What follows belongs to an exercise in optimizing a design on an open flow for small area; a production flow would make more cautious choices. Function was checked by simulation only, so behaviour that the tests miss may differ from the original. Power figures rest on the tool's default switching activity, not on a simulated workload. No driver is modelled on the clock port, so clocking that relies on it looks cheaper here than on a real chip.

// eeprom_seq
module eeprom_seq (
    input             clk,
    input             rst,
    input             cmd_valid,
    output            cmd_ready,
    input      [31:0] cmd_word,
    input             buf_we,
    input             buf_sel,
    input      [4:0]  buf_idx,
    input      [22:0] buf_wdata,
    input      [4:0]  rbuf_idx,
    output     [7:0]  rbuf_data,
    input             map_ok,
    input             term_req,
    output reg        ev_valid,
    input             ev_ready,
    output reg [3:0]  ev_kind,
    output reg [31:0] ev_arg,
    input      [31:0] ev_lev,
    output     [31:0] status,
    output     [31:0] err_info,
    output     [14:0] err_addr
);
clock: 10.0 ns
lec_check: 0
abc_area: 1
cap_margin: 20
core_margin: 2
core_utilization: 65
slew_margin: 20
standard.sh (not shown) runs the stock make flow with config.mk's settings and CLKGATE_MAP_FILE= SYNTH_SCRIPT=/design/flow/synth_recipe.tcl, a recipe that flattens the netlist after the stock synthesis.
==> flow/flow/run.sh <==
#!/bin/bash
# The standard layout (standard.sh) with three changes:
#  - synthesis is synth_recipe.tcl with only the abc technology-mapping
#    script swapped for an area-recovery one (flow/area.abc); registers
#    are mapped before abc, so they come out exactly as in the standard
#    synthesis;
#  - clock tree synthesis adds no dummy balancing loads and builds leaf
#    clusters of up to 10 registers within 40 um, from clkbuf_4;
#  - every input and output port still gets its own buffer, but buf_1
#    instead of clkdlybuf4s50_1.
set -euo pipefail
HERE=$(pwd)
export CUSTOM_ABC_SCRIPT="$HERE/flow/area.abc"
export CTS_ARGS="-sink_clustering_enable -repair_clock_nets -dont_use_dummy_load -sink_clustering_size 10 -sink_clustering_max_diameter 40 -buf_list {sky130_fd_sc_hd__clkbuf_4}"
export BUFFER_PORTS_ARGS="-inputs -outputs -buffer_cell sky130_fd_sc_hd__buf_1"
sed "s|SYNTH_SCRIPT=[^ ]*|SYNTH_SCRIPT=$HERE/flow/area_synth.tcl|" standard.sh > area_standard.sh
grep -q "SYNTH_SCRIPT=$HERE/flow/area_synth.tcl" area_standard.sh
bash area_standard.sh > standard_flow.log 2>&1
==> flow/flow/area.abc <==
strash
dch
map -a
strash
dch
map -a
strash
dch
map -a
topo
==> flow/flow/area_synth.tcl <==
proc synth {args} { yosys synth -nofsm -noshare {*}$args }
proc abc {args} {
  set i [lsearch -exact $args -script]
  if {$i >= 0 && [info exists ::env(CUSTOM_ABC_SCRIPT)]} {
    set args [lreplace $args [expr {$i+1}] [expr {$i+1}] $::env(CUSTOM_ABC_SCRIPT)]
  }
  yosys abc {*}$args
}
source $::env(SCRIPTS_DIR)/synth.tcl
# left out here: clear keep_hierarchy, flatten, clean up, hide names made inside functions, write 1_2_yosys.v
Edit:
--- a/flow/flow/run.sh
+++ b/flow/flow/run.sh
@@ -7,3 +7,3 @@
 #  - clock tree synthesis adds no dummy balancing loads and builds leaf
-#    clusters of up to 10 registers within 40 um, from clkbuf_4;
+#    clusters of up to 12 registers within 45 um, from clkbuf_4 and clkbuf_8;
 #  - every input and output port still gets its own buffer, but buf_1
@@ -13,3 +13,3 @@
 export CUSTOM_ABC_SCRIPT="$HERE/flow/area.abc"
-export CTS_ARGS="-sink_clustering_enable -repair_clock_nets -dont_use_dummy_load -sink_clustering_size 10 -sink_clustering_max_diameter 40 -buf_list {sky130_fd_sc_hd__clkbuf_4}"
+export CTS_ARGS="-sink_clustering_enable -repair_clock_nets -dont_use_dummy_load -sink_clustering_size 12 -sink_clustering_max_diameter 45 -buf_list {sky130_fd_sc_hd__clkbuf_4 sky130_fd_sc_hd__clkbuf_8}"
 export BUFFER_PORTS_ARGS="-inputs -outputs -buffer_cell sky130_fd_sc_hd__buf_1"
==> flow/flow/area.abc (replaced) <==
strash
dch
amap
strash
dch
amap
strash
dch
amap
topo
Result:
- cell count is lower by 5.9%
- register-to-register slack barely changes
- worst hold slack gains 0.059 ns
- clock-buffer cell count is lower by 35
- core utilization is higher by 1.3 points
- sequential power is lower by about 4%
- setup slack loses 0.16 ns
- global-route usage is lower by 1.1 points
- clock power is higher by about 22%
Edit:
--- a/flow/flow/run.sh
+++ b/flow/flow/run.sh
@@ -7,3 +7,3 @@
 #  - clock tree synthesis adds no dummy balancing loads and builds leaf
-#    clusters of up to 12 registers within 45 um, from clkbuf_4 and clkbuf_8;
+#    clusters of up to 10 registers within 40 um, from clkbuf_4;
 #  - every input and output port still gets its own buffer, but buf_1
@@ -13,3 +13,3 @@
 export CUSTOM_ABC_SCRIPT="$HERE/flow/area.abc"
-export CTS_ARGS="-sink_clustering_enable -repair_clock_nets -dont_use_dummy_load -sink_clustering_size 12 -sink_clustering_max_diameter 45 -buf_list {sky130_fd_sc_hd__clkbuf_4 sky130_fd_sc_hd__clkbuf_8}"
+export CTS_ARGS="-sink_clustering_enable -repair_clock_nets -dont_use_dummy_load -sink_clustering_size 10 -sink_clustering_max_diameter 40 -buf_list {sky130_fd_sc_hd__clkbuf_4}"
 export BUFFER_PORTS_ARGS="-inputs -outputs -buffer_cell sky130_fd_sc_hd__buf_1"
The changed run completed without violations.
Cell count rises by about 0.7%.
Synthesized area stays the same.
Power falls by about 5%.
Routed wire length falls by about 0.56%.
Final area falls by 1.6%.

---

Another version of the RTL of eeprom_seq (not shown whole).
Size in the first run: ~2100 flip-flops.
make LEC_CHECK=0 ABC_AREA=1 CAP_MARGIN=20 CORE_MARGIN=2 CORE_UTILIZATION=65 CTS_BUF_LIST=sky130_fd_sc_hd__clkbuf_8 CTS_CLUSTER_SIZE=30 SLEW_MARGIN=20 finish   # period 10.0 ns
run.sh (not shown) runs the stock make flow with config.mk's settings and CLKGATE_MAP_FILE= SYNTH_SCRIPT=/design/flow/synth_recipe.tcl, a recipe that flattens the netlist after the stock synthesis.
Stock flow here: none of the scripts above is used.
The starting point passed the timing, design-rule and antenna checks.
Next try:
==> flow/flow/run.sh (new file) <==
#!/bin/bash
set -euo pipefail
export CTS_ARGS="-sink_clustering_enable -repair_clock_nets -dont_use_dummy_load -sink_clustering_size 30 -sink_clustering_max_diameter 100"
bash standard.sh > standard_flow.log 2>&1
==> flow/standard.sh (new file) <==
#!/bin/bash
# synth_recipe.tcl (not shown) runs the flow's synth.tcl, then flattens the netlist and writes it again
# the make line also repeats each setting of config.mk as NAME=value (left out here)
make -C /OpenROAD-flow-scripts/flow DESIGN_CONFIG=/design/flow/config.mk WORK_HOME=/design/flow/orfs CLKGATE_MAP_FILE= SYNTH_SCRIPT=/design/flow/synth_recipe.tcl "${@:-finish}"
CTS_BUF_LIST = not set   (was sky130_fd_sc_hd__clkbuf_8)
CTS_CLUSTER_SIZE = not set   (was 30)
removed: flow/run.sh
Result:
- worst hold slack hardly moves
- final area shrinks by 5.8%
- worst setup slack improved by 0.0036 ns
- wire length drops by 4.2%
- synthesized cell count is unchanged
- register-to-register slack improved by 0.04 ns
- final cell count shrinks by 5.7%
- die area is unchanged
- sequential share of layout area went up by 3.7 points
- total power shrinks by 15%
Next try:
==> flow/flow/run.sh (replaced) <==
#!/bin/bash
set -euo pipefail
export CTS_ARGS="-sink_clustering_enable -repair_clock_nets -dont_use_dummy_load -sink_clustering_size 24 -sink_clustering_max_diameter 80"
bash standard.sh > standard_flow.log 2>&1
=>
- worst setup slack improves by 0.057 ns
- global-route usage is about the same
- sequential share of layout area goes down by 0.45 points
- worst hold slack degrades by 0.015 ns
- cell area goes up by 0.71%
- sequential power barely changes
- cell count hardly moves

## static timing again, ports no longer ideal
Ports are ideal in the flow. The routed layouts listed here were re-timed in OpenROAD.
Step 1: set_driving_cell puts a clkbuf_16 on clk and a buf_2 on each other input, an assumption about the parent block.
Step 2, shift: input delay + t, output delay - t, t = (earliest + latest rising clock arrival at the registers) / 2. This alone moves slack from input paths to output paths.
a / b / c = ideal ports / drivers / drivers and shift; a / b = the first two.
| run | t, ns | setup slack, ns | worst setup path at the end | slew at the worst register clock pin (ns) | worst data-port slew with drivers (ns) |
|---|---|---|---|---|---|
| the first run of note 1 | 1.202 | 1.994 / 1.974 / 1.974 | input to output | 0.11 / 0.11 | 0.12 |
| the second run of note 1 | 0.927 | 1.837 / 1.808 / 1.808 | input to output | 0.08 / 0.08 | 0.15 |
| the third run of note 1 | 1.210 | 1.769 / 1.699 / 1.853 | input to output | 0.11 / 0.11 | 0.14 |
| the first run of note 2 | 0.996 | 1.788 / 1.765 / 1.765 | input to output | 0.07 / 0.07 | 0.07 |
| the second run of note 2 | 0.726 | 1.792 / 1.768 / 1.768 | input to output | 0.11 / 0.11 | 0.07 |
| the third run of note 2 | 0.742 | 1.849 / 1.825 / 1.825 | input to output | 0.10 / 0.10 | 0.07 |
After both steps setup and hold are still met in every run listed. For the second run of note 1, which loses most, drivers alone change the setup slack by -0.029 ns; drivers and shift together by -0.029 ns.
